What follows belongs to an exercise in optimizing a design on an open flow for small area and a short achievable clock period; a production flow would make more cautious choices.
Function was checked by simulation only, so behaviour that the tests miss may differ from the original.

[flow/design.v]
module rdm630_core (
    input  wire         clk,
    input  wire         rst,         
    input  wire         rx_valid,
    input  wire [7:0]   rx_data,
    output wire         rx_ready,
    input  wire         eval,
    output wire         res_valid,
    output wire [1:0]   res,
    output wire         fvalid,
    output wire [111:0] frame,
    output wire         xst,
    output wire [39:0]  card,
    output wire [7:0]   csum,
    output wire [7:0]   p6
);
    localparam [7:0] START_B = 8'h02;
    localparam [7:0] END_B   = 8'h03;
    reg [4:0]   cursor;      
    reg         in_frame;
    reg         ok;          
    reg [111:0] sr;          
    reg [111:0] frame_q;     
    reg         fvalid_q;
    wire full = cursor[4];                   
    assign rx_ready = !full && !rst;
    wire fire     = rx_valid && rx_ready;
    wire mark, mark_n;
    rdm630_mark u_mark (
        .d      (rx_data[7:1]),
        .mark   (mark),
        .mark_n (mark_n)
    );
    wire is_start = mark && !rx_data[0];
    wire is_end   = mark &&  rx_data[0];
    wire is_hex   = ((rx_data >= 8'h30) && (rx_data <= 8'h39)) ||
                    ((rx_data >= 8'h41) && (rx_data <= 8'h46));
    wire st    = fire && is_start;               
    wire app   = fire && in_frame && !is_start;  
    wire c13 = (cursor == 5'd13);
    wire c14 = (cursor == 5'd14);
    wire c15 = (cursor >= 5'd15);
    wire [4:0] cursor_rx   = st ? 5'd1 : app ? cursor + 5'd1 : cursor;
    wire       in_frame_rx = st ? 1'b1 : (app && is_end) ? 1'b0 : in_frame;
    wire       ok_rx       = st ? 1'b1 :
                             app ? (ok && (c13 ? is_end : is_hex)) : ok;
    wire shift = fire && (in_frame || is_start);
    wire [111:0] sr_next = ({112{shift}}  & {sr[103:0], rx_data}) |
                           ({112{!shift}} & sr);
    wire do_eval = eval && !rst;
    wire apnd  = in_frame && !full;                  
    wire [1:0] r0 = c15 ? 2'd3 : c14 ? (ok ? 2'd1 : 2'd2) : 2'd0;
    wire [1:0] ra = (c14 || c15) ? 2'd3 : c13 ? 2'd2 : 2'd0;   
    wire [1:0] re = (c14 || c15) ? 2'd3 : c13 ? (ok ? 2'd1 : 2'd2) : 2'd0;
    wire [1:0] pn = apnd ? ra : r0;
    wire [1:0] pe = apnd ? re : r0;
    wire [1:0] ps = full ? r0 : 2'd0;
    assign res_valid = do_eval;
    rdm630_res u_res (
        .rx_valid (rx_valid),
        .mark     (mark),
        .mark_n   (mark_n),
        .d0       (rx_data[0]),
        .r0       (r0),
        .pn       (pn),
        .pe       (pe),
        .ps       (ps),
        .res      (res)
    );
    wire cap  = do_eval && !st && (app ? c13 : c14);
    wire over = do_eval && !st && (app ? (c14 || c15) : c15);
    always @(posedge clk) begin
        if (rst) begin
            cursor   <= 5'd0;
            in_frame <= 1'b0;
            fvalid_q <= 1'b0;
            ok       <= 1'b0;
        end else begin
            in_frame <= in_frame_rx;
            if (cap || over) begin
                cursor   <= 5'd0;
                ok       <= 1'b0;
                fvalid_q <= cap && ok_rx;
            end else begin
                cursor   <= cursor_rx;
                ok       <= ok_rx;
            end
        end
    end
    always @(posedge clk) begin
        sr <= sr_next;
        if (cap)
            frame_q <= sr_next;
    end
    assign fvalid = fvalid_q;
    assign xst    = !fvalid_q;
    assign frame  = frame_q;
    rdm630_xtr u_xtr (
        .frame (frame_q),
        .card  (card),
        .csum  (csum),
        .p6    (p6)
    );
endmodule
module rdm630_res (
    input  wire       rx_valid,
    input  wire       mark,        
    input  wire       mark_n,      
    input  wire       d0,
    input  wire [1:0] r0,
    input  wire [1:0] pn,
    input  wire [1:0] pe,
    input  wire [1:0] ps,
    output wire [1:0] res
);
    wire [1:0] res_mark  = !rx_valid ? r0 : d0 ? pe : ps;
    wire [1:0] res_other = !rx_valid ? r0 : pn;
    assign res = ~(({2{mark}} & ~res_mark) | ({2{mark_n}} & ~res_other));
endmodule
module rdm630_xtr (
    input  wire [111:0] frame,
    output wire [39:0]  card,
    output wire [7:0]   csum,
    output wire [7:0]   p6
);
    function [3:0] hexval;
        input [7:0] c;
        begin
            hexval = {c[3] | c[6],
                      c[2] | (c[6] & c[1] & c[0]),
                      c[1] ^ (c[6] & c[0]),
                      c[0] ^ c[6]};
        end
    endfunction
    wire [7:0] pair [0:5];
    genvar g;
    generate
        for (g = 0; g < 6; g = g + 1) begin : g_pair
            assign pair[g] = {hexval(frame[111-8*(1+2*g) -: 8]),
                              hexval(frame[111-8*(2+2*g) -: 8])};
        end
        for (g = 0; g < 5; g = g + 1) begin : g_card
            assign card[39-8*g -: 8] = pair[g];
        end
    endgenerate
    assign csum = pair[0] ^ pair[1] ^ pair[2] ^ pair[3] ^ pair[4];
    assign p6   = pair[5];
endmodule
module rdm630_mark (
    input  wire [7:1] d,
    output wire       mark,
    output wire       mark_n
);
    assign mark   = (d == 7'b0000001);
    assign mark_n = !mark;
endmodule
[flow/flow/run.sh]
#!/bin/bash
set -euo pipefail
bash standard.sh \
    "SYNTH_SCRIPT=$PWD/flow/my_synth.tcl" \
    "BUFFER_PORTS_ARGS=-buffer_cell sky130_fd_sc_hd__buf_1" \
    "PRE_IO_PLACEMENT_TCL=$PWD/flow/io.tcl" \
    SETUP_SLACK_MARGIN=5.35 \
    finish > flow_make.log 2>&1
[flow/flow/hand_cells.v]
// Hand-mapped sky130hd netlists for three combinational modules of
// rtl/rdm630_core.v: rdm630_mark and rdm630_res (the input-to-output path)
// and rdm630_xtr (the extractor; generated by gen/gen_xtr.py). They
// implement exactly the RTL modules of the same names; my_synth.tcl puts
// them in place of ABC's mapping of those modules.

// mark = (d[7:1] == 7'b0000001); mark_n = !mark, formed in parallel.
module rdm630_mark (d, mark, mark_n);
    input  [7:1] d;
    output       mark, mark_n;
    wire a, b, c, e, f, ep, fp;
    sky130_fd_sc_hd__nor2_1  u_a  (.A(d[7]), .B(d[6]), .Y(a));
    sky130_fd_sc_hd__nor2_1  u_b  (.A(d[5]), .B(d[4]), .Y(b));
    sky130_fd_sc_hd__nor2_1  u_c  (.A(d[3]), .B(d[2]), .Y(c));
    sky130_fd_sc_hd__nand2_1 u_e  (.A(a), .B(b), .Y(e));
    sky130_fd_sc_hd__nand2_1 u_f  (.A(c), .B(d[1]), .Y(f));
    sky130_fd_sc_hd__nor2_1  u_m  (.A(e), .B(f), .Y(mark));
    sky130_fd_sc_hd__and2_1  u_ep (.A(a), .B(b), .X(ep));
    sky130_fd_sc_hd__and2_1  u_fp (.A(c), .B(d[1]), .X(fp));
    sky130_fd_sc_hd__nand2_1 u_mn (.A(ep), .B(fp), .Y(mark_n));
endmodule

// res = mark ? (rx_valid ? (d0 ? pe : ps) : r0) : (rx_valid ? pn : r0)
// The late inputs (mark, then rx_valid and d0) drive the last gates.
module rdm630_res (rx_valid, mark, mark_n, d0, r0, pn, pe, ps, res);
    input        rx_valid, mark, mark_n, d0;
    input  [1:0] r0, pn, pe, ps;
    output [1:0] res;
    wire   [1:0] r0n, pen, psn, me, ms, mn, nn;
    genvar i;
    generate
        for (i = 0; i < 2; i = i + 1) begin : g_bit
            sky130_fd_sc_hd__inv_1   u_r0n (.A(r0[i]), .Y(r0n[i]));
            sky130_fd_sc_hd__inv_1   u_pen (.A(pe[i]), .Y(pen[i]));
            sky130_fd_sc_hd__inv_1   u_psn (.A(ps[i]), .Y(psn[i]));
            // me = rx_valid ? pe : r0;  ms = rx_valid ? ps : r0
            sky130_fd_sc_hd__mux2i_1 u_me  (.A0(r0n[i]), .A1(pen[i]), .S(rx_valid), .Y(me[i]));
            sky130_fd_sc_hd__mux2i_1 u_ms  (.A0(r0n[i]), .A1(psn[i]), .S(rx_valid), .Y(ms[i]));
            // mn = !(d0 ? me : ms) = !(rx_valid ? (d0 ? pe : ps) : r0)
            sky130_fd_sc_hd__mux2i_1 u_mn  (.A0(ms[i]), .A1(me[i]), .S(d0), .Y(mn[i]));
            // nn = !(rx_valid ? pn : r0)
            sky130_fd_sc_hd__mux2i_1 u_nn  (.A0(r0[i]), .A1(pn[i]), .S(rx_valid), .Y(nn[i]));
            // res = !((mark & mn) | (mark_n & nn))
            sky130_fd_sc_hd__a22oi_1 u_r   (.A1(mark), .A2(mn[i]), .B1(mark_n), .B2(nn[i]), .Y(res[i]));
        end
    endgenerate
endmodule

// card/csum/p6 from FRAME: see rdm630_xtr in rtl/rdm630_core.v
module rdm630_xtr (frame, card, csum, p6);
    input  [111:0] frame;
    output [39:0]  card;
    output [7:0]   csum;
    output [7:0]   p6;
    wire   [47:0]  nib;    // pair g in nib[47-8g -: 8], as card
    wire   [11:0]  t;
    // FRAME[1]
    sky130_fd_sc_hd__or2_1  u_n3_0 (.A(frame[99]), .B(frame[102]), .X(nib[47]));
    sky130_fd_sc_hd__ha_1   u_n0_0 (.A(frame[96]), .B(frame[102]), .SUM(nib[44]), .COUT(t[0]));
    sky130_fd_sc_hd__a21o_1 u_n2_0 (.A1(frame[97]), .A2(t[0]), .B1(frame[98]), .X(nib[46]));
    sky130_fd_sc_hd__xor2_1 u_n1_0 (.A(frame[97]), .B(t[0]), .X(nib[45]));
    // FRAME[2]
    sky130_fd_sc_hd__or2_1  u_n3_1 (.A(frame[91]), .B(frame[94]), .X(nib[43]));
    sky130_fd_sc_hd__ha_1   u_n0_1 (.A(frame[88]), .B(frame[94]), .SUM(nib[40]), .COUT(t[1]));
    sky130_fd_sc_hd__a21o_1 u_n2_1 (.A1(frame[89]), .A2(t[1]), .B1(frame[90]), .X(nib[42]));
    sky130_fd_sc_hd__xor2_1 u_n1_1 (.A(frame[89]), .B(t[1]), .X(nib[41]));
    // FRAME[3]
    sky130_fd_sc_hd__or2_1  u_n3_2 (.A(frame[83]), .B(frame[86]), .X(nib[39]));
    sky130_fd_sc_hd__ha_1   u_n0_2 (.A(frame[80]), .B(frame[86]), .SUM(nib[36]), .COUT(t[2]));
    sky130_fd_sc_hd__a21o_1 u_n2_2 (.A1(frame[81]), .A2(t[2]), .B1(frame[82]), .X(nib[38]));
    sky130_fd_sc_hd__xor2_1 u_n1_2 (.A(frame[81]), .B(t[2]), .X(nib[37]));
    // FRAME[4]
    sky130_fd_sc_hd__or2_1  u_n3_3 (.A(frame[75]), .B(frame[78]), .X(nib[35]));
    sky130_fd_sc_hd__ha_1   u_n0_3 (.A(frame[72]), .B(frame[78]), .SUM(nib[32]), .COUT(t[3]));
    sky130_fd_sc_hd__a21o_1 u_n2_3 (.A1(frame[73]), .A2(t[3]), .B1(frame[74]), .X(nib[34]));
    sky130_fd_sc_hd__xor2_1 u_n1_3 (.A(frame[73]), .B(t[3]), .X(nib[33]));
    // FRAME[5]
    sky130_fd_sc_hd__or2_1  u_n3_4 (.A(frame[67]), .B(frame[70]), .X(nib[31]));
    sky130_fd_sc_hd__ha_1   u_n0_4 (.A(frame[64]), .B(frame[70]), .SUM(nib[28]), .COUT(t[4]));
    sky130_fd_sc_hd__a21o_1 u_n2_4 (.A1(frame[65]), .A2(t[4]), .B1(frame[66]), .X(nib[30]));
    sky130_fd_sc_hd__xor2_1 u_n1_4 (.A(frame[65]), .B(t[4]), .X(nib[29]));
    // FRAME[6]
    sky130_fd_sc_hd__or2_1  u_n3_5 (.A(frame[59]), .B(frame[62]), .X(nib[27]));
    sky130_fd_sc_hd__ha_1   u_n0_5 (.A(frame[56]), .B(frame[62]), .SUM(nib[24]), .COUT(t[5]));
    sky130_fd_sc_hd__a21o_1 u_n2_5 (.A1(frame[57]), .A2(t[5]), .B1(frame[58]), .X(nib[26]));
    sky130_fd_sc_hd__xor2_1 u_n1_5 (.A(frame[57]), .B(t[5]), .X(nib[25]));
    // FRAME[7]
    sky130_fd_sc_hd__or2_1  u_n3_6 (.A(frame[51]), .B(frame[54]), .X(nib[23]));
    sky130_fd_sc_hd__ha_1   u_n0_6 (.A(frame[48]), .B(frame[54]), .SUM(nib[20]), .COUT(t[6]));
    sky130_fd_sc_hd__a21o_1 u_n2_6 (.A1(frame[49]), .A2(t[6]), .B1(frame[50]), .X(nib[22]));
    sky130_fd_sc_hd__xor2_1 u_n1_6 (.A(frame[49]), .B(t[6]), .X(nib[21]));
    // FRAME[8]
    sky130_fd_sc_hd__or2_1  u_n3_7 (.A(frame[43]), .B(frame[46]), .X(nib[19]));
    sky130_fd_sc_hd__ha_1   u_n0_7 (.A(frame[40]), .B(frame[46]), .SUM(nib[16]), .COUT(t[7]));
    sky130_fd_sc_hd__a21o_1 u_n2_7 (.A1(frame[41]), .A2(t[7]), .B1(frame[42]), .X(nib[18]));
    sky130_fd_sc_hd__xor2_1 u_n1_7 (.A(frame[41]), .B(t[7]), .X(nib[17]));
    // FRAME[9]
    sky130_fd_sc_hd__or2_1  u_n3_8 (.A(frame[35]), .B(frame[38]), .X(nib[15]));
    sky130_fd_sc_hd__ha_1   u_n0_8 (.A(frame[32]), .B(frame[38]), .SUM(nib[12]), .COUT(t[8]));
    sky130_fd_sc_hd__a21o_1 u_n2_8 (.A1(frame[33]), .A2(t[8]), .B1(frame[34]), .X(nib[14]));
    sky130_fd_sc_hd__xor2_1 u_n1_8 (.A(frame[33]), .B(t[8]), .X(nib[13]));
    // FRAME[10]
    sky130_fd_sc_hd__or2_1  u_n3_9 (.A(frame[27]), .B(frame[30]), .X(nib[11]));
    sky130_fd_sc_hd__ha_1   u_n0_9 (.A(frame[24]), .B(frame[30]), .SUM(nib[8]), .COUT(t[9]));
    sky130_fd_sc_hd__a21o_1 u_n2_9 (.A1(frame[25]), .A2(t[9]), .B1(frame[26]), .X(nib[10]));
    sky130_fd_sc_hd__xor2_1 u_n1_9 (.A(frame[25]), .B(t[9]), .X(nib[9]));
    // FRAME[11]
    sky130_fd_sc_hd__or2_1  u_n3_10 (.A(frame[19]), .B(frame[22]), .X(nib[7]));
    sky130_fd_sc_hd__ha_1   u_n0_10 (.A(frame[16]), .B(frame[22]), .SUM(nib[4]), .COUT(t[10]));
    sky130_fd_sc_hd__a21o_1 u_n2_10 (.A1(frame[17]), .A2(t[10]), .B1(frame[18]), .X(nib[6]));
    sky130_fd_sc_hd__xor2_1 u_n1_10 (.A(frame[17]), .B(t[10]), .X(nib[5]));
    // FRAME[12]
    sky130_fd_sc_hd__or2_1  u_n3_11 (.A(frame[11]), .B(frame[14]), .X(nib[3]));
    sky130_fd_sc_hd__ha_1   u_n0_11 (.A(frame[8]), .B(frame[14]), .SUM(nib[0]), .COUT(t[11]));
    sky130_fd_sc_hd__a21o_1 u_n2_11 (.A1(frame[9]), .A2(t[11]), .B1(frame[10]), .X(nib[2]));
    sky130_fd_sc_hd__xor2_1 u_n1_11 (.A(frame[9]), .B(t[11]), .X(nib[1]));
    assign card = nib[47:8];
    assign p6   = nib[7:0];
    wire [7:0] x01, x23, x03;
    sky130_fd_sc_hd__xor2_1 u_c01_0 (.A(nib[40]), .B(nib[32]), .X(x01[0]));
    sky130_fd_sc_hd__xor2_1 u_c23_0 (.A(nib[24]), .B(nib[16]), .X(x23[0]));
    sky130_fd_sc_hd__xor2_1 u_c03_0 (.A(x01[0]), .B(x23[0]), .X(x03[0]));
    sky130_fd_sc_hd__xor2_1 u_cs_0  (.A(x03[0]), .B(nib[8]), .X(csum[0]));
    sky130_fd_sc_hd__xor2_1 u_c01_1 (.A(nib[41]), .B(nib[33]), .X(x01[1]));
    sky130_fd_sc_hd__xor2_1 u_c23_1 (.A(nib[25]), .B(nib[17]), .X(x23[1]));
    sky130_fd_sc_hd__xor2_1 u_c03_1 (.A(x01[1]), .B(x23[1]), .X(x03[1]));
    sky130_fd_sc_hd__xor2_1 u_cs_1  (.A(x03[1]), .B(nib[9]), .X(csum[1]));
    sky130_fd_sc_hd__xor2_1 u_c01_2 (.A(nib[42]), .B(nib[34]), .X(x01[2]));
    sky130_fd_sc_hd__xor2_1 u_c23_2 (.A(nib[26]), .B(nib[18]), .X(x23[2]));
    sky130_fd_sc_hd__xor2_1 u_c03_2 (.A(x01[2]), .B(x23[2]), .X(x03[2]));
    sky130_fd_sc_hd__xor2_1 u_cs_2  (.A(x03[2]), .B(nib[10]), .X(csum[2]));
    sky130_fd_sc_hd__xor2_1 u_c01_3 (.A(nib[43]), .B(nib[35]), .X(x01[3]));
    sky130_fd_sc_hd__xor2_1 u_c23_3 (.A(nib[27]), .B(nib[19]), .X(x23[3]));
    sky130_fd_sc_hd__xor2_1 u_c03_3 (.A(x01[3]), .B(x23[3]), .X(x03[3]));
    sky130_fd_sc_hd__xor2_1 u_cs_3  (.A(x03[3]), .B(nib[11]), .X(csum[3]));
    sky130_fd_sc_hd__xor2_1 u_c01_4 (.A(nib[44]), .B(nib[36]), .X(x01[4]));
    sky130_fd_sc_hd__xor2_1 u_c23_4 (.A(nib[28]), .B(nib[20]), .X(x23[4]));
    sky130_fd_sc_hd__xor2_1 u_c03_4 (.A(x01[4]), .B(x23[4]), .X(x03[4]));
    sky130_fd_sc_hd__xor2_1 u_cs_4  (.A(x03[4]), .B(nib[12]), .X(csum[4]));
    sky130_fd_sc_hd__xor2_1 u_c01_5 (.A(nib[45]), .B(nib[37]), .X(x01[5]));
    sky130_fd_sc_hd__xor2_1 u_c23_5 (.A(nib[29]), .B(nib[21]), .X(x23[5]));
    sky130_fd_sc_hd__xor2_1 u_c03_5 (.A(x01[5]), .B(x23[5]), .X(x03[5]));
    sky130_fd_sc_hd__xor2_1 u_cs_5  (.A(x03[5]), .B(nib[13]), .X(csum[5]));
    sky130_fd_sc_hd__xor2_1 u_c01_6 (.A(nib[46]), .B(nib[38]), .X(x01[6]));
    sky130_fd_sc_hd__xor2_1 u_c23_6 (.A(nib[30]), .B(nib[22]), .X(x23[6]));
    sky130_fd_sc_hd__xor2_1 u_c03_6 (.A(x01[6]), .B(x23[6]), .X(x03[6]));
    sky130_fd_sc_hd__xor2_1 u_cs_6  (.A(x03[6]), .B(nib[14]), .X(csum[6]));
    sky130_fd_sc_hd__xor2_1 u_c01_7 (.A(nib[47]), .B(nib[39]), .X(x01[7]));
    sky130_fd_sc_hd__xor2_1 u_c23_7 (.A(nib[31]), .B(nib[23]), .X(x23[7]));
    sky130_fd_sc_hd__xor2_1 u_c03_7 (.A(x01[7]), .B(x23[7]), .X(x03[7]));
    sky130_fd_sc_hd__xor2_1 u_cs_7  (.A(x03[7]), .B(nib[15]), .X(csum[7]));
endmodule
[flow/flow/io.tcl]
# Pin placement constraint: the ports on the input-to-output paths (the
# byte input, the strobes and reset, and the outputs combinational in
# them) are kept together on one stretch of the left edge, so that those
# paths need no long wires.
set_io_pin_constraint -region left:30-90 -pin_names {
  rx_valid rx_data[0] rx_data[1] rx_data[2] rx_data[3] rx_data[4]
  rx_data[5] rx_data[6] rx_data[7] eval rst
  res[0] res[1] res_valid rx_ready
}
[flow/flow/my_synth.tcl]
# The standard flow's synthesis script (synth_recipe.tcl) with one change: after ABC has
# mapped every module, three combinational modules (rdm630_mark and
# rdm630_res, on the input-to-output path, and the extractor rdm630_xtr)
# are replaced by the hand-mapped netlists in hand_cells.v, which implement
# the same functions; then the design is flattened and written as the standard flow's
# script does. The registers, all in the top module, are untouched.
proc synth {args} { yosys synth -nofsm -noshare {*}$args }
source $::env(SCRIPTS_DIR)/synth.tcl
delete rdm630_mark rdm630_res rdm630_xtr
read_verilog [file join [file dirname [info script]] hand_cells.v]
hierarchy -top $::env(DESIGN_NAME)
tee -o $::env(REPORTS_DIR)/synth_stat_hand.txt stat {*}$lib_args
# left out here: clear keep_hierarchy, flatten, clean up, hide names made inside functions, write 1_2_yosys.v
[flow/standard.sh]
#!/bin/bash
# synth_recipe.tcl (not shown) runs the flow's synth.tcl, then flattens the netlist and writes it again
# the make line also repeats each setting of config.mk as NAME=value (left out here)
make -C /OpenROAD-flow-scripts/flow DESIGN_CONFIG=/design/flow/config.mk WORK_HOME=/design/flow/orfs CLKGATE_MAP_FILE= SYNTH_SCRIPT=/design/flow/synth_recipe.tcl "${@:-finish}"
[flow/config.mk]
export PLATFORM = sky130hd
export DESIGN_NAME = rdm630_core
export DESIGN_NICKNAME = rdm630_core
export VERILOG_FILES = /design/flow/design.v
export SDC_FILE = /design/flow/constraint.sdc
export NUM_CORES = 4
export LEC_CHECK = 0
export CAP_MARGIN = 20
export CORE_MARGIN = 2
export CORE_UTILIZATION = 70
export CTS_BUF_LIST = sky130_fd_sc_hd__clkbuf_16
export CTS_CLUSTER_DIAMETER = 80
export CTS_CLUSTER_SIZE = 30
export PLACE_DENSITY = 0.85
export SETUP_SLACK_MARGIN = 5
export SLEW_MARGIN = 20
export SYNTH_HIERARCHICAL = 1
export SYNTH_MINIMUM_KEEP_SIZE = 0
[flow/constraint.sdc]
create_clock -name core_clock -period 10.0 [get_ports {clk}]
set_input_delay 2.0000 -clock core_clock [delete_from_list [all_inputs] [get_ports {clk}]]
set_output_delay 2.0000 -clock core_clock [all_outputs]
set_load 0.01 [all_outputs]
==> run summary <==
-- per-layer routing --
layer  up-vias  global-route usage  wire [um]
li1       2337                   -          -
met1      2411               0.326       6730
met2       214               0.449       8500
met3        25              0.0455       1110
met4         0              0.0626        316
met5         -                   0          0
-- sequential cells by signal, summed over array words and instances (netlist names) --
register	count
fvalid_q	1
cursor	5
in_frame	1
ok	1
sr	112
frame_q	112
-- report_power, final --
group / internal, mW / switching [mW]
Combinational: 0.0100 / 0.0102
Sequential: 0.987 / 0.000814
Clock: 0.203 / 0.260
Total: 1.20 / 0.271
-- cells in the final DEF (no fill, tap or decap), drive strengths merged, types with 2 or more instances in the layout --
| cell | count |
|---|---|
| a21o | 13 |
| a21oi | 5 |
| a22oi | 2 |
| and2 | 3 |
| and3 | 3 |
| buf | 197 |
| clkbuf | 11 |
| dfxtp | 120 |
| edfxtp | 112 |
| ha | 16 |
| inv | 17 |
| mux2 | 111 |
| mux2i | 8 |
| nand2 | 9 |
| nand3 | 3 |
| nand4bb | 2 |
| nor2 | 13 |
| nor2b | 3 |
| nor3 | 6 |
| o21ai | 8 |
| or2 | 13 |
| xnor2 | 3 |
| xor2 | 44 |
-- cell type report --
class / count / area [um^2]
clock inverters: 5 / 23.8
well taps: 147 / 184
multi-input cells: 280 / 2640
fillers: 666 / 2060
flip-flops and latches: 232 / 5770
repair buffers: 197 / 903
inverters: 13 / 52.6
clock buffers: 11 / 275
-- what timing repair did --
| action | 4_1_cts | 5_1_grt |
|---|---|---|
| setup buffers | 8 | 0 |
| endpoints found under the setup margin | 146 | 59 |
| gates resized for setup | 37 | 4 |
| pin swaps | 9 | 2 |
-- metrics by stage --
stage | cell area [um^2] | hold WS [ns]
floorplan | 8540 | 0.447
global placement | 9330 | 0.456
detailed placement | 9350 | 0.461
CTS | 9810 | 0.486
global route | 9850 | 0.499
finish | 9850 | 0.484
-- path summary, 6_finish.rpt --
path / start / end / slack [ns] / cells after the start
setup / recovery: rx_valid / res[1] / 5.24 / 5
hold / removal: sr[107] / sr[107] / 0.48 / 1
setup reg to reg: cursor[4] / frame_q[81] / 6.94 / 5
hold reg to reg: sr[107] / sr[107] / 0.48 / 1
==> impl_metrics.env <==
export IMPL_status="timing/DRC/antenna clean"
export IMPL_grt_first_pass_wirelength_mm=25.5
export IMPL_holdCritPathClass="flop to flop"
export IMPL_dpl_cell_count=860
export IMPL_dr_total_vias=4987
export IMPL_fp_dieArea_um2=13000
export IMPL_drive_above_1_share=0.226
export IMPL_p_leak_nw=3.84
export IMPL_netlist_instances=541
export IMPL_avgViaCountPerCell=5.64
export IMPL_setup_viol=0
export IMPL_vdd_drop_max_uv=225
export IMPL_drt_first_pass_iters=5
export IMPL_skew_ns=0.0106
export IMPL_fp_dieW_um=114
export IMPL_report_final_slew_viol_count=0
export IMPL_hold_buffers=0
export IMPL_io_buffers=185
export IMPL_crit_family="multiplexers"
export IMPL_avgSynthCellArea_um2=15.7
export IMPL_n_antenna_cell=0
export IMPL_cp_end_kind="primary output"
export IMPL_hpwl_mm=11.7
export IMPL_rsz0062_at_grt="true"
export IMPL_max_stage_delay_ns=0.21
export IMPL_slew_headroom=0.575
export IMPL_finalHoldViolations=0
export IMPL_cts_buffer_depth=3
export IMPL_cpMaxStageDelayCell="mux2i_2"
export IMPL_core_area_um2=11900
export IMPL_gp_congestion=0.831
export IMPL_drc=0
export IMPL_grt_max_degree=90
export IMPL_ctsHtreeMaxLevel=1
export IMPL_ios=186
export IMPL_clk_pin_slew_ns=0.10
export IMPL_crit_buf_inv=2
export IMPL_critical_path_class="input pin to primary output"
export IMPL_fin_util=0.827
export IMPL_dpl_worst_slack_ns=4.65
export IMPL_grt_pass1_vias=4935
export IMPL_fp_row_count=40
export IMPL_syn_nets=569
export IMPL_fin_crit_ns=4.76
export IMPL_power_density_nw_per_um2=149
export IMPL_start_util=0.713
export IMPL_syn_cell_area_um2=8490
export IMPL_dieHeight_um=114
export IMPL_max_freq_mhz=210
export IMPL_antenna_found_initial=0
export IMPL_cts_sinks=232
export IMPL_fin_total_pwr_mw=1.47
export IMPL_cts_tree="built"
export IMPL_track_usage=0.253
export IMPL_crit_arrival_ns=2.76
export IMPL_worst_slew_pin_slew_ns=0.636
export IMPL_area_growth_syn_to_layout_pct=16.0
export IMPL_yosysWarningCount=8
export IMPL_fin_crit_sh=0.476
export IMPL_cp_required_ns=8.00
export IMPL_crit_path_cell_trace="buf_12 > mux2i_2 > mux2i_1 > a22oi_1 > buf_2"
export IMPL_cp_max_fo=8
export IMPL_cts_root_buf="clkbuf_16"
export IMPL_postRouteAntennaNets=0
export IMPL_start_kind="input pin"
export IMPL_grt_ovfl_total=0
export IMPL_drt_initial_drc_count=250
export IMPL_cts_made_buffers=11
export IMPL_stdcell_count=885
export IMPL_clkLatencyLatePin_ns=0.45
export IMPL_worst_slack_ns=5.24
export IMPL_final_nets=763
export IMPL_setup_tns_ns=0
export IMPL_postRouteWirelength_mm=16.7
export IMPL_cap_violations=0
export IMPL_avgRoutedWirePerCell_um=18.8

## static timing again, ports no longer ideal
How much do the figures lean on ideal ports? The routed layout below was timed once more, with nothing changed but the port constraints. Step 1 sets driving cells, clkbuf_16 on the clock port and buf_2 on the other inputs (assumed; they add their load-dependent delay and slew). Step 2 also shifts input and output timing later by t, the mid clock arrival at the registers, as if the neighbouring blocks saw the same clock. Three values: ideal ports, drivers, drivers and shift; two values: the first two.
t, ns: 0.485
slack for setup (ns): 5.244 / 5.181 / 5.024
worst hold slack (ns): 0.484 / 0.484 / 0.484
worst data-port slew with drivers (ns): 0.06
After both steps this run still meets setup and hold. For this run, drivers alone change the setup slack by -0.063 ns; drivers and shift together by -0.220 ns.
